Context: an optimization exercise on an open-source flow, tuned for small area, a short achievable clock period and few clock cycles. The choices shown serve that exercise and are no tape-out recipe.
No run shown here included a check of the RTL's function; only the layout flow was run.

### flow/constraint.sdc
create_clock -name core_clock -period 12.0 [get_ports {clk}]
set_input_delay 2.4000 -clock core_clock [delete_from_list [all_inputs] [get_ports {clk}]]
set_output_delay 2.4000 -clock core_clock [all_outputs]
set_load 0.01 [all_outputs]
### flow/design.v
module pft_lzd (
    input  wire        clk,
    input  wire        rst,           
    input  wire [7:0]  reg_addr,      
    input  wire        reg_we,
    input  wire [31:0] reg_wdata,
    output reg  [31:0] reg_rdata,
    output wire        irq,
    output reg         buf_en,
    output reg         buf_we,
    output reg  [16:0] buf_addr,
    output reg  [7:0]  buf_wdata,
    input  wire [7:0]  buf_rdata,
    output reg         out_re,
    output reg  [24:0] out_raddr,
    input  wire [7:0]  out_rdata,
    output reg         out_we,
    output reg  [24:0] out_waddr,
    output reg  [7:0]  out_wdata
);
    localparam [3:0] F_ALIGN   = 4'd2;
    localparam [3:0] F_OOB     = 4'd3;
    localparam [3:0] F_CSUM    = 4'd4;
    localparam [3:0] F_NOSIG   = 4'd5;
    localparam [3:0] F_OVERSZ  = 4'd6;
    localparam [3:0] F_INCOMPL = 4'd7;
    localparam [3:0] F_ZEROOFF = 4'd8;
    localparam [3:0] F_NOTRL   = 4'd9;
    localparam [3:0] F_OUTCAP  = 4'd10;
    localparam [3:0] F_OFFBEF  = 4'd11;
    localparam [3:0] F_ILLCMD  = 4'd12;
    localparam [4:0]
        S_IDLE  = 5'd0,
        S_CMD   = 5'd1,    
        S_CK    = 5'd2,    
        S_CKE   = 5'd3,    
        S_HDR   = 5'd4,    
        S_HDR1  = 5'd5,    
        S_HDRC  = 5'd6,    
        S_RAWC  = 5'd7,    
        S_RAW   = 5'd8,    
        S_RSKIP = 5'd9,    
        S_TOK   = 5'd10,   
        S_MSK1  = 5'd11,   
        S_CP1   = 5'd12,   
        S_EXT   = 5'd13,   
        S_CPC   = 5'd14,   
        S_CPY   = 5'd15,   
        S_TRL   = 5'd16,   
        S_TRL1  = 5'd17,   
        S_IV    = 5'd18,   
        S_XC    = 5'd19,   
        S_XR    = 5'd20,   
        S_XW    = 5'd21,   
        S_IVA   = 5'd22,   
        S_T0    = 5'd23,   
        S_T1    = 5'd24;   
    reg  [4:0]  state;
    reg  [1:0]  ctrl_op;
    reg         ctrl_endian;
    reg         ctrl_ie;
    reg         st_done;
    reg         st_err;
    reg  [3:0]  err_code;     
    reg         errf;         
    reg  [31:0] buf_len;
    reg  [7:0]  model;
    reg  [31:0] xbase, xivoff, xstart, xlen;
    reg  [17:0] ic;           
    reg  [25:0] oc;           
    reg  [31:0] iv0, iv1, iv2, iv3;    
    reg  [31:0] tmp0, tmp1;            
    reg         kv;           
    reg  [17:0] sp;           
    reg  [31:0] acc;          
    reg         ckc;          
    reg  [22:0] cnt;          
    reg  [7:0]  s0;           
    reg  [15:0] blen;         
    reg  [15:0] rem;          
    reg  [16:0] mask;         
    reg         mflag;        
    reg  [10:0] offm1;        
    reg  [7:0]  hb;           
    reg         hv;           
    reg         sig_nz;       
    wire busy = (state != S_IDLE);
    assign irq = ctrl_ie & (st_done | st_err);
    wire [7:0] sbyte = hv ? hb : buf_rdata;
    wire cpy_last = (cnt == 23'd1);
    wire cpy_mrg;
    reg pop;                  
    always @* begin
        case (state)
            S_HDR, S_HDR1, S_TRL, S_TRL1, S_TOK, S_MSK1, S_CP1, S_EXT, S_RAW, S_RSKIP:
                pop = 1'b1;
            S_CPY:
                pop = cpy_mrg;
            default:
                pop = 1'b0;
        endcase
    end
    wire stream = (state >= S_CKE) && (state <= S_TRL1);
    wire [24:0] x_relh  = {blen, offm1[8:0]};
    wire [6:0]  x_b     = s0[6:0];                       
    wire [4:0]  kidx    = busy ? x_b[6:2] : reg_addr[6:2];
    wire [31:0] key_w;
    pft_lzd_key u_key (.idx(kidx), .tmp0(tmp0), .tmp1(tmp1),
                       .iv0(iv0), .iv1(iv1), .iv2(iv2), .iv3(iv3), .key(key_w));
    wire [31:0] x_mw;
    pft_lzd_sub25 u_xmw (.a(key_w[31:7]), .b(x_relh), .d(x_mw[31:7]));
    assign x_mw[6:0] = key_w[6:0];
    wire [31:0] x_mword = acc;
    reg  [7:0]  x_mbyte;
    always @* begin
        case (ctrl_endian ? ~x_b[1:0] : x_b[1:0])
            2'd0: x_mbyte = x_mword[7:0];
            2'd1: x_mbyte = x_mword[15:8];
            2'd2: x_mbyte = x_mword[23:16];
            default: x_mbyte = x_mword[31:24];
        endcase
    end
    wire        xsel_iv = (state == S_IDLE) || (state == S_CMD);
    wire [31:0] xsum_b  = xsel_iv ? xivoff : xstart;
    wire [32:0] xsum    = {1'b0, xbase} + {1'b0, xsum_b};
    wire [19:0] xroom   = {2'b0, buf_len[17:0]} - (xsel_iv ? 20'd16 : {2'b0, xlen[17:0]});
    wire        x_hi    = (xbase[31:18] != 14'd0) || (xsum_b[31:18] != 14'd0) || xsum[18];
    wire        x_oob   = x_hi || (!xsel_iv && (xlen[31:18] != 14'd0)) ||
                          xroom[19] || ({2'b0, xsum[17:0]} > xroom);
    reg         xoob_r;
    always @(posedge clk) xoob_r <= x_oob;
    wire [10:0] cp_off   = {s0[7:5], sbyte};
    wire [22:0] cp_len   = {18'd0, s0[4:0]} + 23'd3;
    wire        cp_ext   = (s0[4:0] == 5'd7);
    wire [17:0] sp_inc  = sp + 18'd1;
    wire [22:0] cnt_nx  = cnt + ((state == S_EXT) ? {15'd0, sbyte} : 23'h7FFFFF);
    wire        ck_last = (sp_inc == buf_len[17:0]);
    wire [8:0]  ck_sum  = {1'b0, acc[7:0]} + {1'b0, buf_rdata} + {8'd0, ckc & (sp[1:0] != 2'd0)};
    wire [7:0]  ck_lane = ck_sum[7:0];
    wire        ck_cout = ck_sum[8];
    wire [25:0] oc_inc  = oc + 26'd1;
    wire [23:0] oc_plus = {1'b0, oc[22:0]} + {1'b0, cnt};
    wire        oc_over = oc[25] || (oc[24] && oc[23] && oc_plus[23] && (oc_plus[22:0] != 23'd0));
    wire [6:0]  oc_p6   = {1'b0, oc[5:0]} + {1'b0, cp_len[5:0]};
    wire        oc_ovcp = oc[25] || (oc[24] && oc[23] && (oc[22:6] == 17'h1FFFF) && (oc_p6 > 7'd64));
    reg  [15:0] hd_len;
    reg         hd_oversz;
    always @* begin
        hd_len    = blen;
        hd_oversz = 1'b0;
        if (blen == 16'hE000) begin
            if (model == 8'd1)      hd_len = 16'hC002;
            else if (model == 8'd2) hd_len = 16'h6000;
            else                    hd_oversz = 1'b1;
        end else if (blen > 16'h8000) begin
            hd_oversz = 1'b1;
        end
    end
    wire        sp_over  = cnt[22] || ({7'd0, hd_len} > cnt);
    wire        cke_ok   = (acc == 32'd0) && (buf_len[17:0] >= 18'h1F8) && sig_nz;
    wire        hd_raw1  = (model == 8'd1) && (blen == 16'hE000);
    wire        hd_raw2  = (model == 8'd2) && ((blen == 16'hE000) || (blen == 16'h6000));
    wire        rem0     = (rem == 16'd2);             
    wire        rem_lt2  = (rem[15:2] == 14'd0);       
    wire        rem1     = (rem == 16'd3);             
    wire        gv       = (mask[15:0] != 16'd0);      
    assign      cpy_mrg  = cpy_last && !rem_lt2 && (!gv || mask[16]);
    wire [17:0] t_pos    = ic + {16'd0, mflag, 1'b0};  
    reg  [4:0]  nstate;
    reg         flt;
    reg  [3:0]  fcode;
    reg  [31:0] fin, fval;
    reg         fin_done;
    always @* begin
        nstate   = state;
        flt      = 1'b0;
        fcode    = 4'd0;
        fin      = 32'd0;
        fval     = 32'd0;
        fin_done = 1'b0;
        case (state)
            S_CMD: begin
                if (ctrl_op == 2'd3) begin
                    flt = 1'b1; fcode = F_ILLCMD; fin = 32'd0; fval = 32'd3;
                end else if ((buf_len[31:18] != 14'd0) || (buf_len[17] && (buf_len[16:0] != 17'd0))) begin
                    flt = 1'b1; fcode = F_OOB; fin = buf_len; fval = 32'd0;
                end else if (ctrl_op == 2'd0) begin
                    if (buf_len[1:0] != 2'd0) begin
                        flt = 1'b1; fcode = F_CSUM; fin = buf_len; fval = {30'd0, buf_len[1:0]};
                    end else if (buf_len[17:0] == 18'd0) begin
                        flt = 1'b1; fcode = F_OOB; fin = 32'h1F6; fval = 32'd2;
                    end else begin
                        nstate = S_CK;
                    end
                end else begin
                    if (xoob_r) begin
                        flt = 1'b1; fcode = F_OOB; fin = xsum[31:0]; fval = 32'd16;
                    end else begin
                        nstate = S_IVA;
                    end
                end
            end
            S_CK: if (ck_last) nstate = S_CKE;
            S_CKE: begin
                if (acc != 32'd0) begin
                    flt = 1'b1; fcode = F_CSUM; fin = 32'd0; fval = acc;
                end else if (buf_len[17:0] < 18'h1F8) begin
                    flt = 1'b1; fcode = F_OOB; fin = 32'h1F6; fval = 32'd2;
                end else if (!sig_nz) begin
                    flt = 1'b1; fcode = F_NOSIG; fin = 32'h1F6; fval = 32'd0;
                end else if (buf_len[17:0] < 18'h202) begin
                    flt = 1'b1; fcode = F_OOB; fin = 32'h200; fval = 32'd2;
                end else begin
                    nstate = S_HDR;
                end
            end
            S_HDR:  nstate = S_HDR1;
            S_HDR1: nstate = S_HDRC;
            S_HDRC: begin
                if (blen == 16'd0) begin
                    fin_done = 1'b1;
                end else if (hd_oversz) begin
                    flt = 1'b1; fcode = F_OVERSZ; fin = {14'd0, ic}; fval = {16'd0, blen};
                end else if (sp_over) begin
                    flt = 1'b1; fcode = F_INCOMPL; fin = {14'd0, ic}; fval = {16'd0, hd_len};
                end else if (hd_raw1 || hd_raw2) begin
                    nstate = S_RAWC;
                end else if (hd_len < 16'd2) begin
                    flt = 1'b1; fcode = F_NOTRL; fin = {14'd0, ic}; fval = {16'd0, hd_len};
                end else begin
                    nstate = (hd_len == 16'd2) ? S_TRL : S_TOK;
                end
            end
            S_RAWC: begin
                if (oc_over) begin
                    flt = 1'b1; fcode = F_OUTCAP; fin = {14'd0, ic}; fval = {9'd0, cnt};
                end else begin
                    nstate = S_RAW;
                end
            end
            S_RAW:   if (cnt == 23'd1) nstate = rem0 ? S_HDR : S_RSKIP;
            S_RSKIP: if (rem1) nstate = S_HDR;
            S_TOK: begin
                if (!gv) begin
                    if (rem_lt2) begin
                        flt = 1'b1; fcode = F_INCOMPL; fin = {14'd0, sp}; fval = {16'd0, blen};
                    end else begin
                        nstate = S_MSK1;
                    end
                end else if (!mask[16]) begin
                    if (rem0) begin
                        flt = 1'b1; fcode = F_INCOMPL; fin = {14'd0, sp}; fval = {16'd0, blen};
                    end else if (oc[25]) begin
                        flt = 1'b1; fcode = F_OUTCAP; fin = {14'd0, sp}; fval = 32'd1;
                    end else begin
                        nstate = rem1 ? S_TRL : S_TOK;
                    end
                end else begin
                    if (rem_lt2) begin
                        flt = 1'b1; fcode = F_INCOMPL; fin = {14'd0, sp}; fval = {16'd0, blen};
                    end else begin
                        nstate = S_CP1;
                    end
                end
            end
            S_MSK1: nstate = S_TOK;
            S_CP1: begin
                if (cp_ext) begin
                    nstate = S_EXT;
                end else if (cp_off == 11'd0) begin
                    flt = 1'b1; fcode = F_ZEROOFF; fin = {14'd0, t_pos}; fval = {9'd0, cp_len};
                end else if ((oc[25:11] == 15'd0) && (cp_off > oc[10:0])) begin
                    flt = 1'b1; fcode = F_OFFBEF; fin = {14'd0, t_pos}; fval = {21'd0, cp_off};
                end else if (oc_ovcp) begin
                    flt = 1'b1; fcode = F_OUTCAP; fin = {14'd0, t_pos}; fval = {9'd0, cp_len};
                end else begin
                    nstate = S_CPY;
                end
            end
            S_EXT: begin
                if (rem0) begin
                    flt = 1'b1; fcode = F_INCOMPL; fin = {14'd0, sp}; fval = {16'd0, blen};
                end else if (sbyte != 8'hFF) begin
                    nstate = S_CPC;
                end
            end
            S_CPC: begin
                if (offm1 == 11'h7FF) begin
                    flt = 1'b1; fcode = F_ZEROOFF; fin = {14'd0, t_pos}; fval = {9'd0, cnt};
                end else if ((oc[25:11] == 15'd0) && (offm1 >= oc[10:0])) begin
                    flt = 1'b1; fcode = F_OFFBEF; fin = {14'd0, t_pos}; fval = {21'd0, offm1 + 11'd1};
                end else if (oc_over) begin
                    flt = 1'b1; fcode = F_OUTCAP; fin = {14'd0, t_pos}; fval = {9'd0, cnt};
                end else begin
                    nstate = S_CPY;
                end
            end
            S_CPY: if (cpy_last) nstate = cpy_mrg ? (gv ? S_CP1 : S_MSK1) : (rem0 ? S_TRL : S_TOK);
            S_TRL: nstate = S_TRL1;
            S_TRL1: begin
                if ({s0, sbyte} != 16'd0) begin
                    flt = 1'b1; fcode = F_NOTRL; fin = {14'd0, ic}; fval = {16'd0, s0, sbyte};
                end else begin
                    nstate = S_HDR;
                end
            end
            S_IVA: nstate = S_IV;
            S_IV: if (cnt[3:0] == 4'd0) nstate = S_T0;
            S_T0: nstate = S_T1;
            S_T1: begin
                if (ctrl_op == 2'd2) fin_done = 1'b1;
                else                 nstate = S_XC;
            end
            S_XC: begin
                if (xstart[6:0] != 7'd0 || xlen[6:0] != 7'd0) begin
                    flt = 1'b1; fcode = F_ALIGN; fin = xstart; fval = xlen;
                end else if (xlen == 32'd0) begin
                    fin_done = 1'b1;
                end else if (xoob_r) begin
                    flt = 1'b1; fcode = F_OOB; fin = xsum[31:0]; fval = xlen;
                end else begin
                    nstate = S_XR;
                end
            end
            S_XR: nstate = S_XW;
            S_XW: if (cnt == 23'd1) fin_done = 1'b1; else nstate = S_XR;
            default: nstate = S_IDLE;
        endcase
        if (flt || fin_done) nstate = S_IDLE;
    end
    wire [10:0] rd_off  = (state == S_CP1) ? cp_off : offm1;
    wire        rd_cin  = (state == S_CP1) || ((state == S_CPY) && (offm1 != 11'd0));
    wire [11:0] rd_lo   = {1'b0, oc[10:0]} + {1'b0, ~rd_off} + {11'd0, rd_cin};
    wire        rd_c11  = rd_lo[11];
    wire [13:0] oc_hm1  = oc[24:11] - 14'd1;
    always @* begin
        buf_en    = 1'b0;
        buf_we    = 1'b0;
        buf_addr  = sp_inc[16:0];
        buf_wdata = buf_rdata ^ x_mbyte;
        out_re    = 1'b0;
        out_raddr = {rd_c11 ? oc[24:11] : oc_hm1, rd_lo[10:0]};
        out_we    = 1'b0;
        out_waddr = oc[24:0];
        out_wdata = sbyte;
        case (state)
            S_CMD: buf_en = (ctrl_op == 2'd0);
            S_IVA: begin
                buf_en   = 1'b1;
                buf_addr = sp[16:0];
            end
            S_CK: begin
                buf_en = 1'b1;
                if (ck_last) buf_addr = 17'h200;
            end
            S_IV: buf_en = (cnt[3:0] != 4'd0);
            S_TOK: begin
                buf_en = 1'b1;
                out_we = gv & ~mask[16] & ~rem0 & ~oc[25];
            end
            S_RAW: begin
                buf_en = 1'b1;
                out_we = 1'b1;
            end
            S_CP1: begin
                buf_en = 1'b1;
                out_re = 1'b1;
            end
            S_CPC: out_re = 1'b1;
            S_CPY: begin
                buf_en    = pop;
                out_re    = 1'b1;
                out_we    = 1'b1;
                out_wdata = out_rdata;
            end
            S_XR: begin
                buf_en   = 1'b1;
                buf_addr = sp[16:0];
            end
            S_XW: begin
                buf_en   = 1'b1;
                buf_we   = 1'b1;
                buf_addr = sp[16:0];
            end
            default: buf_en = pop;
        endcase
    end
    always @* begin
        reg_rdata = 32'd0;
        if (reg_addr[7]) begin
            if (kv) reg_rdata = key_w;
        end else begin
            case (reg_addr[6:2])
                5'h00: reg_rdata = {27'd0, ctrl_ie, ctrl_endian, ctrl_op, 1'b0};
                5'h01: reg_rdata = {16'd0, 4'd0, st_err ? err_code : 4'd0, 5'd0, st_err, st_done, busy};
                5'h02: reg_rdata = buf_len;
                5'h03: reg_rdata = {24'd0, model};
                5'h04: reg_rdata = xbase;
                5'h05: reg_rdata = xivoff;
                5'h06: reg_rdata = xstart;
                5'h07: reg_rdata = xlen;
                5'h08: reg_rdata = {6'd0, oc};
                5'h09: reg_rdata = {14'd0, ic};
                5'h0A: reg_rdata = errf ? {blen, mask[15:0]} : 32'd0;
                5'h0B: reg_rdata = errf ? {6'd0, oc} : 32'd0;
                5'h0C: reg_rdata = errf ? acc : 32'd0;
                5'h0D: reg_rdata = 32'h0200_0000;
                5'h0E: reg_rdata = 32'h0002_0000;
                default: reg_rdata = 32'd0;
            endcase
        end
    end
    wire start = reg_we && (reg_addr == 8'h00) && !busy && reg_wdata[0];
    always @(posedge clk) begin
        if (rst) begin
            state       <= S_IDLE;
            ctrl_op     <= 2'd0;
            ctrl_endian <= 1'b0;
            ctrl_ie     <= 1'b0;
            st_done     <= 1'b0;
            st_err      <= 1'b0;
            errf        <= 1'b0;
            buf_len     <= 32'd0;
            model       <= 8'd0;
            xbase       <= 32'd0;
            xivoff      <= 32'd0;
            xstart      <= 32'd0;
            xlen        <= 32'd0;
            ic          <= 18'd0;
            oc          <= 26'd0;
            kv          <= 1'b0;
        end else begin
            if (reg_we) begin
                case (reg_addr)
                    8'h00: begin
                        ctrl_ie <= reg_wdata[4];
                        if (!busy) begin
                            ctrl_op     <= reg_wdata[2:1];
                            ctrl_endian <= reg_wdata[3];
                        end
                    end
                    8'h04: begin
                        if (reg_wdata[1]) st_done <= 1'b0;
                        if (reg_wdata[2]) st_err  <= 1'b0;
                    end
                    8'h08: if (!busy) buf_len <= reg_wdata;
                    8'h0C: if (!busy) model   <= reg_wdata[7:0];
                    8'h10: if (!busy) xbase   <= reg_wdata;
                    8'h14: if (!busy) xivoff  <= reg_wdata;
                    8'h18: if (!busy) xstart  <= reg_wdata;
                    8'h1C: if (!busy) xlen    <= reg_wdata;
                    default: ;
                endcase
            end
            if (start) begin
                st_done <= 1'b0;
                st_err  <= 1'b0;
                errf    <= 1'b0;
                ic      <= 18'd0;
                oc      <= 26'd0;
                state   <= S_CMD;
            end else begin
                state <= nstate;
            end
            if (flt) begin
                st_err <= 1'b1;
                errf   <= 1'b1;
            end
            if (fin_done) st_done <= 1'b1;
            if (state == S_T1) kv <= 1'b1;
            if (state == S_CKE && cke_ok) ic <= 18'h200;
            if (!flt) case (state)
                S_HDRC: ic <= sp;                       
                S_RAW:  if (cnt == 23'd1 && rem0) ic <= sp_inc;
                S_RSKIP: if (rem1) ic <= sp_inc;
                S_TOK:  if (gv && !mask[16]) ic <= sp_inc;
                S_CPY:  if (cnt == 23'd1) ic <= sp;
                S_TRL1: ic <= sp_inc;
                S_XW:   if (cnt == 23'd1) ic <= sp_inc;
                default: ;
            endcase
            if (out_we) oc <= oc_inc;
        end
    end
    always @(posedge clk) begin
        hb <= sbyte;
        if (stream) begin
            hv <= ~pop;
            if (pop) sp <= sp_inc;
        end
        if (flt) err_code <= fcode;
        case (state)
            S_IDLE: sp <= 18'h3FFFF;        
            S_CMD: begin
                acc    <= 32'd0;
                ckc    <= 1'b0;
                sig_nz <= 1'b0;
                cnt    <= 23'd15;
                sp     <= (ctrl_op == 2'd0) ? 18'd0 : xsum[17:0];
            end
            S_CK: begin
                hv  <= 1'b0;
                acc <= {ck_lane, acc[31:8]};
                ckc <= ck_cout;
                if ((sp[17:1] == 17'h000FB) && (buf_rdata != 8'd0)) sig_nz <= 1'b1;
                sp  <= ck_last ? 18'h200 : sp_inc;
            end
            S_HDR:  s0   <= sbyte;
            S_HDR1: begin
                blen <= {s0, sbyte};
                cnt  <= {5'd0, buf_len[17:0]} - {5'd0, sp} - 23'd7;
            end
            S_HDRC: begin
                blen  <= hd_len;
                cnt   <= hd_raw1 ? 23'h00C000 : 23'h006000;
                rem   <= (hd_raw1 || hd_raw2) ? (hd_raw1 ? 16'd4 : 16'd2) : hd_len;
                mask  <= 17'd0;
                mflag <= 1'b0;
            end
            S_RAW:   cnt <= cnt_nx;
            S_RSKIP: rem <= rem - 16'd1;
            S_TOK: begin
                s0  <= sbyte;
                rem <= rem - 16'd1;
                if (!gv) begin
                    mflag <= 1'b1;
                end else begin
                    mask <= {mask[15:0], 1'b0};
                    if (!mask[16]) mflag <= 1'b0;
                end
            end
            S_MSK1: begin
                mask <= {s0, sbyte, 1'b1};
                rem  <= rem - 16'd1;
            end
            S_CP1: begin
                offm1 <= cp_off - 11'd1;
                cnt   <= cp_len;
                rem   <= rem - 16'd1;
            end
            S_EXT: begin
                cnt <= cnt_nx;
                rem <= rem - 16'd1;
            end
            S_CPY: begin
                cnt <= cnt_nx;
                if (cpy_last) mflag <= 1'b0;
                if (cpy_mrg) begin
                    s0  <= sbyte;
                    rem <= rem - 16'd1;
                    if (!gv) mflag <= 1'b1;
                    else     mask  <= {mask[15:0], 1'b0};
                end
            end
            S_TRL: s0 <= sbyte;
            S_IV: begin
                sp  <= sp_inc;
                cnt <= cnt_nx;
                if (ctrl_endian) iv3 <= {iv3[23:0], buf_rdata};
                else             iv3 <= {buf_rdata, iv3[31:8]};
                if (cnt[1:0] == 2'd0 && cnt[3:2] != 2'd0) begin
                    iv2 <= ctrl_endian ? {iv3[23:0], buf_rdata} : {buf_rdata, iv3[31:8]};
                    iv1 <= iv2;
                    iv0 <= iv1;
                end
                tmp0 <= iv0;
                tmp1 <= iv1;
                s0   <= 8'h50;
            end
            S_T0: begin
                tmp0 <= key_w;                    
                s0   <= 8'h74;                    
            end
            S_T1: tmp1 <= key_w;                  
            S_XC: begin
                cnt  <= {5'd0, xlen[17:0]};
                sp   <= xsum[17:0];
                s0   <= 8'd0;
                blen <= xstart[31:16];
                offm1[8:0] <= xstart[15:7];
            end
            S_XR: if (x_b[1:0] == 2'd0) acc <= x_mw;
            S_XW: begin
                cnt <= cnt_nx;
                sp  <= sp_inc;
                s0  <= s0 + 8'd1;
                if (x_b == 7'd127) {blen, offm1[8:0]} <= x_relh + 25'd1;
            end
            default: ;
        endcase
        if (flt) begin
            acc        <= fval;               
            blen       <= fin[31:16];         
            mask[15:0] <= fin[15:0];
        end
    end
endmodule
module pft_lzd_key (
    input  wire [4:0]  idx,
    input  wire [31:0] tmp0, tmp1,
    input  wire [31:0] iv0, iv1, iv2, iv3,
    output wire [31:0] key
);
    wire [31:0] t = (idx[0] ? tmp1 : tmp0) ^ {32{idx[1]}};
    reg  [31:0] c;
    always @* begin
        case (idx[4:3])
            2'd0: c = iv0;
            2'd1: c = iv1;
            2'd2: c = iv2;
            default: c = iv3;
        endcase
    end
    wire [31:0] x = idx[2] ? t : ~(t ^ c);
    wire [31:0] y = idx[2] ? ~c : {t[30:0] | c[30:0], 1'b0};
    pft_lzd_add32 u_add (.a(x), .b(y), .s(key));
endmodule
module pft_lzd_add32 (
    input  wire [31:0] a,
    input  wire [31:0] b,
    output wire [31:0] s
);
    assign s = a + b;
endmodule
module pft_lzd_sub25 (
    input  wire [24:0] a,
    input  wire [24:0] b,
    output wire [24:0] d
);
    assign d = a - b;
endmodule
### flow/standard.sh
#!/bin/bash
# synth_recipe.tcl (not shown) runs the flow's synth.tcl, then flattens the netlist and writes it again
# the make line also repeats each setting of config.mk as NAME=value (left out here)
make -C /OpenROAD-flow-scripts/flow DESIGN_CONFIG=/design/flow/config.mk WORK_HOME=/design/flow/orfs CLKGATE_MAP_FILE= SYNTH_SCRIPT=/design/flow/synth_recipe.tcl "${@:-finish}"
### flow/config.mk
export PLATFORM = sky130hd
export DESIGN_NAME = pft_lzd
export DESIGN_NICKNAME = pft_lzd
export VERILOG_FILES = /design/flow/design.v
export SDC_FILE = /design/flow/constraint.sdc
export NUM_CORES = 8
export LEC_CHECK = 0
export CAP_MARGIN = 20
export CORE_MARGIN = 2
export CORE_UTILIZATION = 35
export CTS_CLUSTER_DIAMETER = 110
export CTS_CLUSTER_SIZE = 24
export SETUP_SLACK_MARGIN = 4
export SLEW_MARGIN = 20
export SYNTH_HIERARCHICAL = 1
### flow/flow/run.sh
#!/bin/bash
# Own flow: the standard layout (standard.sh, unchanged synthesis), with the
# port buffers made of sky130_fd_sc_hd__buf_1 instead of the delay buffer that
# buffer_ports picks by default (every port still gets its own buffer), and
# timing repair allowed to change a cell's footprint (MATCH_CELL_FOOTPRINT=0;
# detailed placement runs after every repair).
set -euo pipefail
W=$(pwd)
sed 's#^make -C \(.*\) "\${@:-finish}"$#make -C \1 "BUFFER_PORTS_ARGS=-buffer_cell sky130_fd_sc_hd__buf_1" MATCH_CELL_FOOTPRINT=0 "${@:-finish}"#' standard.sh > own_standard.sh
grep -q 'MATCH_CELL_FOOTPRINT=0' own_standard.sh
bash own_standard.sh finish > make_finish.log 2>&1
test -s out/final.def
==> reports/results.ini, run 1 <==
[critical_path]
cp_max_fo=10
critPathArrivalTime_ns=6.21
r2r_setup_slack_ns=4.31
crit_chain=buf_12 > nand2_8 > o21ai_4 > buf_4 > clkbuf_16 > mux4_2 > inv_1 > ha_1 > mux2i_1 > ha_2 > buf_4 > nand2_1 > nor4_4 > a21oi_1 > o211ai_1 > buf_4 > o311ai_4 > nand2_1 > o21ai_4 > buf_6
cpMostUsedCell=buf_4
regToRegStartpoint=state[2]
slowest_stage=mux4_2
reg2reg_depth=31
r2r-end=acc[31]
cp.required_ns=9.60
endpoint_kind=primary output
cpPeakStageDelay_ns=0.53
startpoint_type=input port
critPathKind=in2out

[detailed_routing]
first_pass_iters=11
viasPerCell=6.42
ant_nets=0
via_count=47000
post-route-drc-count=0
routedWlPerCell_um=32.0
drt_iter0_markers=6822
wl_um=234000

[timing]
hold_viol=0
max_slew_margin_pct=16.1
rsz0062_at_grt=yes
finalCritPeriodShare_pct=71.8
worst_slew_pin_slew_ns=1.26
maxSlewViolCount=0
fin_skew_ns=0.0435
finalSetupTns_ns=0
postLayoutSetupSlackWorst_ns=3.39
setup_violations=0
fmax_mhz=116
min_period_ns=8.61

[global_routing]
grt_max_degree=100
grt_pass1_wl_um=325000
antenna_found_initial=14
first_global_vias=42800
grt.overflow.total=0
grtUsageTotal_pct=33.2

[job]
max_cap_viol_count=0

[logic_synthesis]
yosys.cell_count.top_type=nand2_1
synthFlopType=edfxtp_1
synthesis.instances=5397
yosysSeqAreaShare_pct=32.5
synth_nets=5762
synth_area_mm2=0.0459
synth_area_leader_cell=edfxtp_1
synth.distinct_cells=111
ys_top_cells_by_area=edfxtp_1 (22%), dfxtp_1 (10%), ha_1 (8.0%)
synth_top_area_share_pct=22.3
syn_avg_cell_area_um2=8.50
ys_ff_latch=575
yosysWarnings=8
async_flop_share_pct=0
synth_edf_count=340
yosys-top-cells-count=nand2_1 (824), a21oi_1 (510), edfxtp_1 (340)

[clocking]
hold_buffers=0
clkSinkCount=575
clock_latency_ns=0.66
clk_pin_slew_worst_paths_ns=0.10
cts_tree=built
root_buffer=clkbuf_16
htree_levels=2
cts_buffer_depth=3
cts_buffers=35

[placement]
hpwl_um=172000
dp_slack_ns=2.09
io_buffers=178
place.gp.congestion=1.05
place_area_mm2=0.0486
dp_cells=7113

[floorplan]
initial_core_util_pct=35.3
die_h_um=366
ioPinCount=179
core_mm2=0.130
rows=132
dieArea_mm2=0.134
die_x_um=366

[min_path]
holdPathStages=2
hold_class=reg2reg
min_delay_worst_endpoint=kv
hold_start=kv

[status]
outcome=no timing/DRC/antenna violations

[layout]
fin_nets=5896
fillers=13200
finalNonFillerCells=7310
area_growth_pct=13.8
design_area_mm2=0.0522
drive_gt1_share_pct=14.0
regArea_mm2=0.0149
multiInputGateArea_mm2=0.0300

per-stage QoR:
step	utilization, %	hold WS [ns]
after detailed placement	37.4	0.435
after CTS	39.6	0.452
after global placement	37.4	0.429
after global routing	40.2	0.471
after floorplan	-	0.418
final	40.2	0.457
critical path: cells and delay by family:
family          cells  cell delay, ns
buf+inv             7            1.06
simple gates        4            0.40
mux                 2            0.71
fa+ha+maj           2            0.57
compound gates      5            1.03
state kept, by name, summed over array words and instances (netlist names), 18 cells and up:
register / flops
oc: 26
iv3: 32
cnt: 23
ic: 18
acc: 32
iv1: 32
tmp1: 32
xlen: 32
iv0: 32
xbase: 32
tmp0: 32
iv2: 32
buf_len: 32
xivoff: 32
sp: 18
xstart: 32
routing by layer:
| layer | track usage (%) | vias to the layer above | share of wire, % |
|---|---|---|---|
| li1 | - | 20300 | - |
| met1 | 43.5 | 22900 | 39 |
| met2 | 48.5 | 3127 | 42 |
| met3 | 7.77 | 697 | 11 |
| met4 | 22.2 | 20 | 8.0 |
| met5 | 0.534 | - | 0.098 |
layout by cell type, fill, tap and decap left out, types with 51 or more instances in the layout:
cell / instances
a21o_1: 90
a21oi_1: 487
a221oi_1: 82
a222oi_1: 76
a22o_1: 63
a22oi_1: 75
buf_1: 143
buf_4: 238
dfxtp_1: 234
edfxtp_1: 340
ha_1: 267
inv_1: 226
mux2_2: 103
mux2i_1: 102
nand2_1: 807
nand3_1: 134
nand4_1: 51
nor2_1: 278
nor3_1: 86
nor4_1: 60
o21ai_0: 281
xnor2_1: 162
xor2_1: 107
repair_timing:
action / in CTS / in global routing
gates resized for setup: 215 / 105
setup buffers: 76 / 35
endpoints found under the setup margin: 69 / 59
pin swaps: 71 / 41
gates cloned: 11 / 1
final cells by class:
cell class,count,area share [%]
diodes,17,0.0815
inverters,240,1.74
clock buffers,38,1.78
flip-flops and latches,575,28.6
repair buffers,445,5.82
multi-input cells,4234,57.4
well taps,1742,4.17
clock inverters,19,0.431
logic make-up after synthesis:
family	synth area share [%]
xor+xnor	5.69
simple gates	17.8
mux	7.08
compound gates	23.1
fa+ha+maj	8.54
flops	32.5
buf+inv	5.37
Yosys stat by module (local to each module, per instance):
module         area (um^2)  copies in the design  flops+latches  cells
pft_lzd              40000                     1            575   4687
pft_lzd_add32         1750                     1              0    243
pft_lzd_key           2630                     1              0    245
pft_lzd_sub25         1500                     1              0    222
worst max path at each step:
stage,end,depth (start not counted),slack [ns],from
2_1_floorplan,reg_rdata[25],19,4.00,reg_addr[2]
5_1_grt,reg_rdata[19],22,3.26,reg_addr[5]
3_5_place_dp,reg_rdata[31],18,2.09,reg_addr[5]
6_report,reg_rdata[31],20,3.39,reg_addr[5]
4_1_cts,reg_rdata[19],21,3.53,reg_addr[5]
3_3_place_gp,reg_rdata[31],17,2.11,reg_addr[5]
==> run 2: changes to the inputs <==
--- a/flow/design.v
+++ b/flow/design.v
@@ -52,9 +52,7 @@
         S_XC    = 5'd19,   
         S_XR    = 5'd20,   
         S_XW    = 5'd21,   
-        S_IVA   = 5'd22,   
-        S_T0    = 5'd23,   
-        S_T1    = 5'd24;   
+        S_IVA   = 5'd22;   
     reg  [4:0]  state;
     reg  [1:0]  ctrl_op;
     reg         ctrl_endian;
@@ -69,7 +67,6 @@
     reg  [17:0] ic;           
     reg  [25:0] oc;           
     reg  [31:0] iv0, iv1, iv2, iv3;    
-    reg  [31:0] tmp0, tmp1;            
     reg         kv;           
     reg  [17:0] sp;           
     reg  [31:0] acc;          
@@ -104,12 +101,12 @@
     wire [24:0] x_relh  = {blen, offm1[8:0]};
     wire [6:0]  x_b     = s0[6:0];                       
     wire [4:0]  kidx    = busy ? x_b[6:2] : reg_addr[6:2];
+    wire [31:0] tmp0    = iv0 + ~iv2;
+    wire [31:0] tmp1    = iv1 + ~iv3;
     wire [31:0] key_w;
     pft_lzd_key u_key (.idx(kidx), .tmp0(tmp0), .tmp1(tmp1),
                        .iv0(iv0), .iv1(iv1), .iv2(iv2), .iv3(iv3), .key(key_w));
-    wire [31:0] x_mw;
-    pft_lzd_sub25 u_xmw (.a(key_w[31:7]), .b(x_relh), .d(x_mw[31:7]));
-    assign x_mw[6:0] = key_w[6:0];
+    wire [31:0] x_mw    = key_w - {x_relh, 7'd0};
     wire [31:0] x_mword = acc;
     reg  [7:0]  x_mbyte;
     always @* begin
@@ -123,10 +120,10 @@
     wire        xsel_iv = (state == S_IDLE) || (state == S_CMD);
     wire [31:0] xsum_b  = xsel_iv ? xivoff : xstart;
     wire [32:0] xsum    = {1'b0, xbase} + {1'b0, xsum_b};
-    wire [19:0] xroom   = {2'b0, buf_len[17:0]} - (xsel_iv ? 20'd16 : {2'b0, xlen[17:0]});
+    wire [18:0] xend    = {1'b0, xsum[17:0]} + (xsel_iv ? 19'd16 : {1'b0, xlen[17:0]});
     wire        x_hi    = (xbase[31:18] != 14'd0) || (xsum_b[31:18] != 14'd0) || xsum[18];
     wire        x_oob   = x_hi || (!xsel_iv && (xlen[31:18] != 14'd0)) ||
-                          xroom[19] || ({2'b0, xsum[17:0]} > xroom);
+                          (xend > {1'b0, buf_len[17:0]});
     reg         xoob_r;
     always @(posedge clk) xoob_r <= x_oob;
     wire [10:0] cp_off   = {s0[7:5], sbyte};
@@ -305,11 +302,11 @@
                 end
             end
             S_IVA: nstate = S_IV;
-            S_IV: if (cnt[3:0] == 4'd0) nstate = S_T0;
-            S_T0: nstate = S_T1;
-            S_T1: begin
-                if (ctrl_op == 2'd2) fin_done = 1'b1;
-                else                 nstate = S_XC;
+            S_IV: begin
+                if (cnt[3:0] == 4'd0) begin
+                    if (ctrl_op == 2'd2) fin_done = 1'b1;
+                    else                 nstate = S_XC;
+                end
             end
             S_XC: begin
                 if (xstart[6:0] != 7'd0 || xlen[6:0] != 7'd0) begin
@@ -467,7 +464,7 @@
                 errf   <= 1'b1;
             end
             if (fin_done) st_done <= 1'b1;
-            if (state == S_T1) kv <= 1'b1;
+            if (state == S_IV && cnt[3:0] == 4'd0) kv <= 1'b1;
             if (state == S_CKE && cke_ok) ic <= 18'h200;
             if (!flt) case (state)
                 S_HDRC: ic <= sp;                       
@@ -563,15 +560,7 @@
                     iv1 <= iv2;
                     iv0 <= iv1;
                 end
-                tmp0 <= iv0;
-                tmp1 <= iv1;
-                s0   <= 8'h50;
-            end
-            S_T0: begin
-                tmp0 <= key_w;                    
-                s0   <= 8'h74;                    
             end
-            S_T1: tmp1 <= key_w;                  
             S_XC: begin
                 cnt  <= {5'd0, xlen[17:0]};
                 sp   <= xsum[17:0];
@@ -622,10 +611,3 @@
 );
     assign s = a + b;
 endmodule
-module pft_lzd_sub25 (
-    input  wire [24:0] a,
-    input  wire [24:0] b,
-    output wire [24:0] d
-);
-    assign d = a - b;
-endmodule
--- a/flow/config.mk
+++ b/flow/config.mk
@@ -10,6 +10,6 @@
 export CORE_UTILIZATION = 35
 export CTS_CLUSTER_DIAMETER = 110
 export CTS_CLUSTER_SIZE = 24
-export SETUP_SLACK_MARGIN = 4
+export SETUP_SLACK_MARGIN = 3
 export SLEW_MARGIN = 20
 export SYNTH_HIERARCHICAL = 1
==> reports/results.ini, run 2 <==
[timing]
min_period_ns=8.98  ; +0.372 ns
maxSlewViolCount=0  ; unchanged
worst_slew_pin_slew_ns=1.25  ; -0.00204 ns
finalCritPeriodShare_pct=74.9  ; +3.1 points
fin_skew_ns=0.0276  ; -0.0159 ns
max_slew_margin_pct=16.3  ; +0.25 points
setup_violations=0  ; unchanged
rsz0062_at_grt=yes
fmax_mhz=111  ; -4.1%
hold_viol=0  ; unchanged
finalSetupTns_ns=0  ; unchanged

[global_routing]
antenna_found_initial=17  ; +3
grtUsageTotal_pct=33.1  ; -0.092 points
first_global_vias=44200  ; +3.1%
grt.overflow.total=0  ; unchanged
grt_pass1_wl_um=327000  ; +0.57%
grt_max_degree=94  ; -6.0%

[critical_path]
reg2reg_depth=30  ; -3.2%
critPathKind=reg2out
regToRegStartpoint=state[4]
r2r-end=acc[27]
cpPeakStageDelay_ns=0.44  ; -0.09 ns
cp.required_ns=9.60  ; about the same
r2r_setup_slack_ns=3.68  ; -0.63 ns
endpoint_kind=primary output
critPathArrivalTime_ns=6.58  ; +0.37 ns
startpoint_type=flop
cp_max_fo=5  ; -5
slowest_stage=a2111o_1

[floorplan]
initial_core_util_pct=35.1  ; -0.19 points
die_h_um=367  ; +0.23%
die_x_um=367  ; +0.23%
rows=133  ; +0.76%
core_mm2=0.131  ; +1.0%
dieArea_mm2=0.135  ; +0.45%
ioPinCount=179  ; unchanged

[clocking]
cts_tree=built
clock_latency_ns=0.70  ; +0.04 ns
clk_pin_slew_worst_paths_ns=0.12  ; +0.02 ns
cts_buffer_depth=3  ; unchanged
cts_buffers=30  ; -14%
htree_levels=1  ; -1
root_buffer=clkbuf_16
hold_buffers=0  ; unchanged
clkSinkCount=511  ; -11%

[logic_synthesis]
yosysWarnings=8  ; unchanged
async_flop_share_pct=0  ; unchanged
synth.distinct_cells=109  ; -1.8%
synth_area_leader_cell=edfxtp_1
synthesis.instances=5655  ; +4.8%
ys_ff_latch=511  ; -11%
synth_edf_count=276  ; -19%
yosys.cell_count.top_type=nand2_1
synth_area_mm2=0.0461  ; +0.46%
yosysSeqAreaShare_pct=28.2  ; -4.3 points
yosys-top-cells-count=nand2_1 (751), a21oi_1 (512), ha_1 (356)
synthFlopType=edfxtp_1
synth_top_area_share_pct=18.0  ; -4.3 points
syn_avg_cell_area_um2=8.15  ; -4.1%
synth_nets=6084  ; +5.6%
ys_top_cells_by_area=edfxtp_1 (18%), dfxtp_1 (10%), ha_1 (9.7%)

[layout]
design_area_mm2=0.0507  ; -2.8%
mostFrequentLayoutCells=nand2_1 (741), a21oi_1 (496), ha_1 (350), nor2_1 (339), o21ai_0 (321)
drive_gt1_share_pct=8.95  ; -5.1 points
fin_nets=6148  ; +4.3%
layout_commonest_cell=nand2_1
area_growth_pct=10.1

[placement]
place.gp.congestion=1.07  ; +2.3%
place_area_mm2=0.0488  ; +0.47%
io_buffers=178  ; unchanged
hpwl_um=181000  ; +5.2%

[min_path]
min_delay_worst_endpoint=xivoff[24]
holdPathStages=2  ; unchanged
hold_class=reg2reg
hold_start=xivoff[24]

[detailed_routing]
post-route-drc-count=0  ; unchanged
ant_nets=0  ; unchanged
wl_um=235000  ; +0.58%
drt_iter0_markers=7228  ; +6.0%
routedWlPerCell_um=31.3  ; -2.1%
viasPerCell=6.44  ; +0.31%
via_count=48400  ; +3.1%
first_pass_iters=10  ; -1

[status]
outcome=no timing/DRC/antenna violations

[job]
max_cap_viol_count=0  ; unchanged

run 2: area by class of cell:
cell class	instances	area (um^2)
timing repair buffer	377	2250
sequential	511	13000
clock buffer	40	820
multi-input combinational	4488	31100
tap	1755	2200
antenna	14	35.0
clock inverter	14	191
fill	13700	80400
inverter	311	1170
run 2: per-stage QoR:
| step | hold WS [ns] | util (%) | cells | setup slack, ns |
|---|---|---|---|---|
| 2_1_floorplan | 0.432 | - | 5655 | 3.69 |
| 3_3_place_gp | 0.452 | 37.2 | 7400 | 1.53 |
| 3_5_place_dp | 0.458 | 37.2 | 7400 | 1.48 |
| 4_1_cts | 0.473 | 38.3 | 7473 | 2.99 |
| 5_1_grt | 0.492 | 38.7 | 7497 | 2.75 |
| 6_report | 0.473 | 38.7 | 7510 | 3.02 |
run 2: worst max-delay path by stage:
stage	to	start	slack (ns)
2_1_floorplan	reg_rdata[31]	reg_addr[5]	3.69
3_3_place_gp	reg_rdata[31]	reg_addr[5]	1.53
3_5_place_dp	reg_rdata[31]	reg_addr[5]	1.48
4_1_cts	reg_rdata[31]	iv0[0]	2.99
5_1_grt	reg_rdata[31]	iv2[0]	2.75
6_report	reg_rdata[31]	iv2[0]	3.02
run 2: routing by layer:
layer  vias to the layer above  track usage [%]  routed length [um]  part of all wire [%]
li1                      21100                -                   -                     -
met1                     23400             43.2               92000                    39
met2                      3197             48.9               98400                    42
met3                       684             7.40               25700                    11
met4                         8             22.0               18900                   8.0
met5                         -                0                  48                 0.020
run 2: cells by family (layout without fill, tap and decap cells):
kind of cell,count (synthesis),after routing,share of synthesized area (%)
xor+xnor,346,346,6.75
fa+ha+maj,370,370,10.3
simple gates,1831,1834,18.5
compound gates,1733,1733,24.8
other cells,0,14,0
buf+inv,659,742,5.85
mux,205,205,5.70
flops,511,511,28.2
run 2: per-module statistics from Yosys, one instance, submodules excluded:
module	cell area, um^2	cells inside	flip-flops and latches	copies in the design
pft_lzd_key	2630	245	0	1
pft_lzd_add32	1750	243	0	1
pft_lzd	41700	5167	511	1
run 2: timing repair:
| item | in CTS | in global routing |
|---|---|---|
| cloned | 2 | 2 |
| buffers inserted | 17 | 20 |
| resized for setup | 59 | 70 |
| setup endpoints to repair | 48 | 35 |
| pin swaps | 20 | 32 |
run 2: critical path, delay by kind of cell, from the launching register on:
family	cells	cell delay, ns
AOI/OAI and AO/OA	12	2.83
xor gates and xnor gates	2	0.30
DFF	1	0.38
adders and majority gates	4	1.11
buffers and inverters	3	0.40
and+or+nand+nor	5	0.55
muxes	2	0.29
==> run 3: changes to the inputs <==
--- a/flow/config.mk
+++ b/flow/config.mk
@@ -10,6 +10,6 @@
 export CORE_UTILIZATION = 35
 export CTS_CLUSTER_DIAMETER = 110
 export CTS_CLUSTER_SIZE = 24
-export SETUP_SLACK_MARGIN = 3
+export SETUP_SLACK_MARGIN = 3.5
 export SLEW_MARGIN = 20
 export SYNTH_HIERARCHICAL = 1
==> reports/results.ini, run 3 <==
[critical_path]
critPathArrivalTime_ns=6.59  ; about the same
regToRegStartpoint=state[1]
cp_max_fo=3  ; -2
crit_start=iv2[0]
cp.required_ns=9.60  ; about the same
startpoint_type=flop
slowest_stage=a2111o_1
cpPeakStageDelay_ns=0.48  ; +0.04 ns
endpoint_kind=primary output
critPathKind=reg2out
r2r_setup_slack_ns=3.99  ; +0.31 ns

[logic_synthesis]
yosys-top-cells-count=nand2_1 (751), a21oi_1 (512), ha_1 (356)
synth_area_mm2=0.0461  ; unchanged
syn_avg_cell_area_um2=8.15  ; unchanged
synth_edf_count=276  ; unchanged
ys_ff_latch=511  ; unchanged
synth_nets=6084  ; unchanged
synthesis.instances=5655  ; unchanged
async_flop_share_pct=0  ; unchanged
synth.distinct_cells=109  ; unchanged
yosysWarnings=8  ; unchanged
yosys.cell_count.top_type=nand2_1
synth_top_area_share_pct=18.0  ; unchanged
synthFlopType=edfxtp_1
yosysSeqAreaShare_pct=28.2  ; unchanged
synth_area_leader_cell=edfxtp_1
ys_top_cells_by_area=edfxtp_1 (18%), dfxtp_1 (10%), ha_1 (9.7%)

[timing]
setup_violations=0  ; unchanged
hold_viol=0  ; unchanged
maxSlewViolCount=0  ; unchanged
finalCritPeriodShare_pct=74.9  ; +0.091 points
max_slew_margin_pct=20.5  ; +4.2 points
fmax_mhz=111  ; -0.12%
rsz0062_at_grt=yes
fin_skew_ns=0.0331  ; +0.00556 ns
holdWs_ns=0.474  ; +0.000966 ns
worst_slew_pin_slew_ns=1.18  ; -0.0740 ns
finalSetupTns_ns=0  ; unchanged
min_period_ns=8.99  ; +0.0109 ns

[layout]
mostFrequentLayoutCells=nand2_1 (735), a21oi_1 (482), nor2_1 (338), ha_1 (334), o21ai_0 (302)
area_growth_pct=12.0
design_area_mm2=0.0516  ; +1.8%
drive_gt1_share_pct=11.0  ; +2.0 points
fillers=13600  ; -0.82%
fin_nets=6189  ; +0.67%
finalNonFillerCells=7554  ; +0.59%
layout_commonest_cell=nand2_1

[global_routing]
antenna_found_initial=18  ; +1
grt.overflow.total=0  ; unchanged
grt_pass1_wl_um=329000  ; +0.60%
grtUsageTotal_pct=33.3  ; +0.20 points
grt_max_degree=94  ; unchanged
first_global_vias=44400  ; +0.49%

[floorplan]
dieArea_mm2=0.135  ; unchanged
initial_core_util_pct=35.1  ; unchanged
die_h_um=367  ; unchanged
rows=133  ; unchanged
core_mm2=0.131  ; unchanged
ioPinCount=179  ; unchanged
die_x_um=367  ; unchanged

[min_path]
hold_class=reg2reg
hold_start=xivoff[24]

[placement]
dp_cells=7400  ; unchanged
io_buffers=178  ; unchanged
place.gp.congestion=1.07  ; unchanged
hpwl_um=181000  ; unchanged
place_area_mm2=0.0488  ; unchanged

[detailed_routing]
routedWlPerCell_um=31.3  ; -0.16%
viasPerCell=6.44  ; about the same
ant_nets=0  ; unchanged
drt_iter0_markers=6851  ; -5.2%
post-route-drc-count=0  ; unchanged
via_count=48600  ; +0.51%
first_pass_iters=9  ; -1
wl_um=236000  ; +0.43%

[clocking]
clk_pin_slew_worst_paths_ns=0.12  ; about the same
cts_buffer_depth=3  ; unchanged
clock_latency_ns=0.71  ; about the same
cts_tree=built
hold_buffers=0  ; unchanged
cts_buffers=30  ; unchanged
clkSinkCount=511  ; unchanged
root_buffer=clkbuf_16
htree_levels=1  ; unchanged

[job]
max_cap_viol_count=0  ; unchanged

[status]
outcome=no timing/DRC/antenna violations

run 3: worst paths after layout:
kind / endpoint / cells past startpoint
min reg2reg: xivoff[24] / 2
max reg2reg: xoob_r / 23
min: xivoff[24] / 2
max: reg_rdata[31] / 28
run 3: critical path, delay by kind of cell, from the launching register on:
kind | cells | cell delay [ns]
flops | 1 | 0.37
buf+inv | 3 | 0.38
fa+ha+maj | 4 | 1.10
xor+xnor | 2 | 0.30
mux | 2 | 0.29
simple gates | 5 | 0.52
compound gates | 12 | 2.90
run 3: per-layer routing:
layer	vias to the layer above	track usage, %	share of wire [%]
li1	21200	-	-
met5	-	0	0.036
met3	697	7.65	11
met1	23700	43.2	39
met2	3107	49.4	42
met4	14	22.0	8.1
run 3: logic make-up (layout without fill, tap and decap cells):
group | after synthesis | count (layout) | share of synthesized area (%)
other | 0 | 17 | 0
adders and majority gates | 370 | 370 | 10.3
DFF | 511 | 511 | 28.2
buffers and inverters | 659 | 783 | 5.85
AOI/OAI and AO/OA | 1733 | 1733 | 24.8
muxes | 205 | 205 | 5.70
xor gates and xnor gates | 346 | 346 | 6.75
and+or+nand+nor | 1831 | 1834 | 18.5
run 3: Yosys stat by module, one instance, submodules excluded:
module | area [um^2] | flops+latches | cells | copies in the design
pft_lzd_add32 | 1750 | 0 | 243 | 1
pft_lzd | 41700 | 511 | 5167 | 1
pft_lzd_key | 2630 | 0 | 245 | 1
run 3: repair_timing:
| item | 4_1_cts | 5_1_grt |
|---|---|---|
| resized for setup | 150 | 126 |
| endpoints found under the hold margin | 0 | 0 |
| setup buffers | 42 | 36 |
| pin swaps | 54 | 73 |
| endpoints found under the setup margin | 61 | 43 |
| cloned | 4 | 0 |
run 3: final cells by class:
| cell class | instances | area [um^2] | area share (%) |
|---|---|---|---|
| Clock buffer | 40 | 820 | 1.59 |
| Clock inverter | 14 | 191 | 0.371 |
| Antenna cell | 17 | 42.5 | 0.0824 |
| Tap cell | 1755 | 2200 | 4.25 |
| Multi-Input combinational cell | 4488 | 31600 | 61.2 |
| Inverter | 311 | 1170 | 2.27 |
| Timing Repair Buffer | 418 | 2620 | 5.07 |
| Sequential cell | 511 | 13000 | 25.2 |
run 3: metrics by stage:
stage	util [%]	setup WS, ns
final	39.4	3.01
after global routing	39.3	2.74
after CTS	38.7	3.10
after detailed placement	37.2	1.48
after global placement	37.2	1.53
after floorplan	-	3.69
==> run 4: changes to the inputs <==
--- a/flow/design.v
+++ b/flow/design.v
@@ -602,12 +602,5 @@
     end
     wire [31:0] x = idx[2] ? t : ~(t ^ c);
     wire [31:0] y = idx[2] ? ~c : {t[30:0] | c[30:0], 1'b0};
-    pft_lzd_add32 u_add (.a(x), .b(y), .s(key));
-endmodule
-module pft_lzd_add32 (
-    input  wire [31:0] a,
-    input  wire [31:0] b,
-    output wire [31:0] s
-);
-    assign s = a + b;
+    assign key = x + y;
 endmodule
--- a/flow/config.mk
+++ b/flow/config.mk
@@ -8,8 +8,5 @@
 export CAP_MARGIN = 20
 export CORE_MARGIN = 2
 export CORE_UTILIZATION = 35
-export CTS_CLUSTER_DIAMETER = 110
-export CTS_CLUSTER_SIZE = 24
-export SETUP_SLACK_MARGIN = 3.5
+export SETUP_SLACK_MARGIN = 3
 export SLEW_MARGIN = 20
-export SYNTH_HIERARCHICAL = 1
==> reports/results.ini, run 4 <==
[critical_path]
slowest_stage=a2111o_1
cp_max_fo=13  ; +10
r2r-end=acc[31]
endpoint_kind=primary output
critPathArrivalTime_ns=6.80  ; +0.21 ns
r2r_setup_slack_ns=3.89  ; -0.10 ns
crit_start=reg_addr[6]
cpPeakStageDelay_ns=0.44  ; -0.04 ns
reg2reg_depth=35  ; +52%
cp.required_ns=9.60  ; about the same
critPathKind=in2out
regToRegStartpoint=state[4]
startpoint_type=input port

[placement]
hpwl_um=177000  ; -2.1%
io_buffers=178  ; unchanged
place_area_mm2=0.0482  ; -1.3%
dp_cells=7507  ; +1.4%
place.gp.congestion=1.04  ; -2.9%

[clocking]
hold_buffers=0  ; unchanged
clock_latency_ns=0.72  ; about the same
cts_buffer_depth=3  ; unchanged
root_buffer=clkbuf_16
cts_tree=built
clk_pin_slew_worst_paths_ns=0.05  ; -0.07 ns
cts_buffers=68  ; +130%
htree_levels=3  ; +2
clkSinkCount=511  ; unchanged

[timing]
setup_violations=0  ; unchanged
hold_viol=0  ; unchanged
fin_skew_ns=0.0323  ; -0.000813 ns
max_slew_margin_pct=15.3  ; -5.2 points
maxSlewViolCount=0  ; unchanged
rsz0062_at_grt=yes
fmax_mhz=109  ; -2.2%
worst_slew_pin_slew_ns=1.26  ; +0.0797 ns
finalSetupTns_ns=0  ; unchanged
min_period_ns=9.20  ; +0.204 ns
finalCritPeriodShare_pct=76.6  ; +1.7 points

[logic_synthesis]
yosys-top-cells-count=nand2_1 (904), a21oi_1 (539), o21ai_0 (432)
synthesis.instances=5783  ; +2.3%
synth_area_mm2=0.0453  ; -1.6%
yosysSeqAreaShare_pct=28.7  ; +0.47 points
synth_edf_count=276  ; unchanged
yosysWarnings=2  ; -6
synth_top_area_share_pct=18.3  ; +0.30 points
synth_area_leader_cell=edfxtp_1
async_flop_share_pct=0  ; unchanged
yosys.cell_count.top_type=nand2_1
syn_avg_cell_area_um2=7.84  ; -3.8%
ys_top_cells_by_area=edfxtp_1 (18%), dfxtp_1 (10%), ha_1 (9.9%)
synth_nets=6213  ; +2.1%
ys_ff_latch=511  ; unchanged
synthFlopType=edfxtp_1
synth.distinct_cells=99  ; -9.2%

[floorplan]
core_mm2=0.129  ; -1.6%
die_x_um=364  ; -0.81%
dieArea_mm2=0.132  ; -1.6%
initial_core_util_pct=35.1  ; about the same
rows=132  ; -0.75%
ioPinCount=179  ; unchanged
die_h_um=364  ; -0.81%

[detailed_routing]
via_count=48800  ; +0.43%
drt_iter0_markers=7578  ; +11%
first_pass_iters=12  ; +3
routedWlPerCell_um=30.4  ; -2.7%
wl_um=235000  ; -0.61%
post-route-drc-count=0  ; unchanged
ant_nets=0  ; unchanged
viasPerCell=6.33  ; -1.7%

[global_routing]
grtUsageTotal_pct=34.2  ; +0.91 points
antenna_found_initial=21  ; +3
first_global_vias=44500  ; +0.24%
grt.overflow.total=0  ; unchanged
grt_pass1_wl_um=328000  ; about the same
grt_max_degree=103  ; +9.6%

[layout]
finalNonFillerCells=7714  ; +2.1%
design_area_mm2=0.0516  ; about the same
multiInputGateArea_mm2=0.0305  ; -3.5%
layout_commonest_cell=nand2_1
area_growth_pct=13.8
fin_nets=6336  ; +2.4%
mostFrequentLayoutCells=nand2_1 (900), a21oi_1 (528), o21ai_0 (411), ha_1 (355), nor2_1 (351)
fillers=13200  ; -2.6%
drive_gt1_share_pct=8.74  ; -2.3 points
regArea_mm2=0.0130  ; unchanged

[min_path]
min_delay_worst_endpoint=iv1[2]
hold_class=reg2reg
hold_start=iv2[2]
holdPathStages=0  ; -2

[job]
max_cap_viol_count=0  ; unchanged

[status]
outcome=no timing/DRC/antenna violations

-- run 4: worst max path at each step --
stage / to / depth (start not counted)
floorplan: reg_rdata[30] / 25
global route: reg_rdata[30] / 28
global placement: reg_rdata[29] / 21
detailed placement: reg_rdata[29] / 21
finish: reg_rdata[29] / 26
CTS: reg_rdata[29] / 24
-- run 4: critical path: cells and delay by family --
kind            cells  cell delay (ns)
simple gates        1             0.06
compound gates     14             2.57
fa+ha+maj           2             0.57
mux                 2             0.26
xor+xnor            1             0.12
buf+inv             6             0.79
-- run 4: per-layer routing --
layer	global-route usage [%]	up-vias	routed length (um)
met5	0	-	42
met4	23.6	6	18900
met3	9.24	749	26800
met2	49.2	3159	96300
met1	44.4	23500	92600
li1	-	21500	-
-- run 4: area by class of cell --
| type | count | area share [%] |
|---|---|---|
| flip-flops and latches | 511 | 25.2 |
| repair buffers | 401 | 4.99 |
| inverters | 291 | 2.13 |
| clock buffers | 93 | 3.76 |
| well taps | 1742 | 4.22 |
| clock inverters | 29 | 0.558 |
| multi-input cells | 4633 | 59.1 |
| diodes | 14 | 0.0679 |
-- run 4: through the flow --
step                      util (%)  setup WS [ns]  hold WS [ns]
after floorplan                  -           3.01         0.426
after global placement        37.3           1.69         0.431
after detailed placement      37.3           1.56         0.432
after CTS                     39.6           2.80         0.445
after global routing          40.0           2.56         0.462
final                         40.0           2.80         0.444
-- run 4: logic make-up (layout without fill, tap and decap cells) --
| group | Yosys count | in the layout | share of synthesized area [%] |
|---|---|---|---|
| other cells | 0 | 14 | 0 |
| simple gates | 1978 | 1978 | 20.0 |
| xor+xnor | 347 | 347 | 6.73 |
| compound gates | 1834 | 1834 | 26.1 |
| fa+ha+maj | 372 | 372 | 10.5 |
| flops | 511 | 511 | 28.7 |
| mux | 98 | 102 | 2.43 |
| buf+inv | 643 | 814 | 5.60 |
-- run 4: repair_timing --
| item | 4_1_cts | 5_1_grt |
|---|---|---|
| endpoints found under the setup margin | 34 | 29 |
| gates cloned | 6 | 1 |
| pin swaps | 40 | 32 |
| gates resized for setup | 91 | 50 |
| setup buffers | 40 | 23 |

what the ideal ports hide:
In the flow no input, the clock included, has a driving cell. The finished layouts below were timed again as built, in two steps. Step 1, drivers: a clkbuf_16 drives clk and a buf_2 each remaining input, both assumed. Step 2 moves the port delays by t, midway between the first and last clock arrival at a register: inputs arrive t later, outputs are due t later. That takes back most of the time a late clock gives input paths. a / b / c = ideal / step 1 / step 2; a / b = the first two.
| run | t, ns | slack for setup (ns) | worst hold slack (ns) | cell pins on the clock port's net |
|---|---|---|---|---|
| run 1 | 0.715 | 3.389 / 3.259 / 3.259 | 0.457 / 0.457 / 0.457 | 1 |
| run 2 | 0.769 | 3.017 / 2.939 / 2.770 | 0.473 / 0.473 / 0.473 | 1 |
| run 3 | 0.772 | 3.006 / 2.929 / 3.222 | 0.474 / 0.474 / 0.474 | 1 |
| run 4 | 0.774 | 2.803 / 2.665 / 2.665 | 0.444 / 0.444 / 0.444 | 1 |
After both steps setup and hold are still met in every run listed. The setup slack of run 2, which loses most, moves by -0.078 ns with the drivers and by -0.247 ns with both steps.
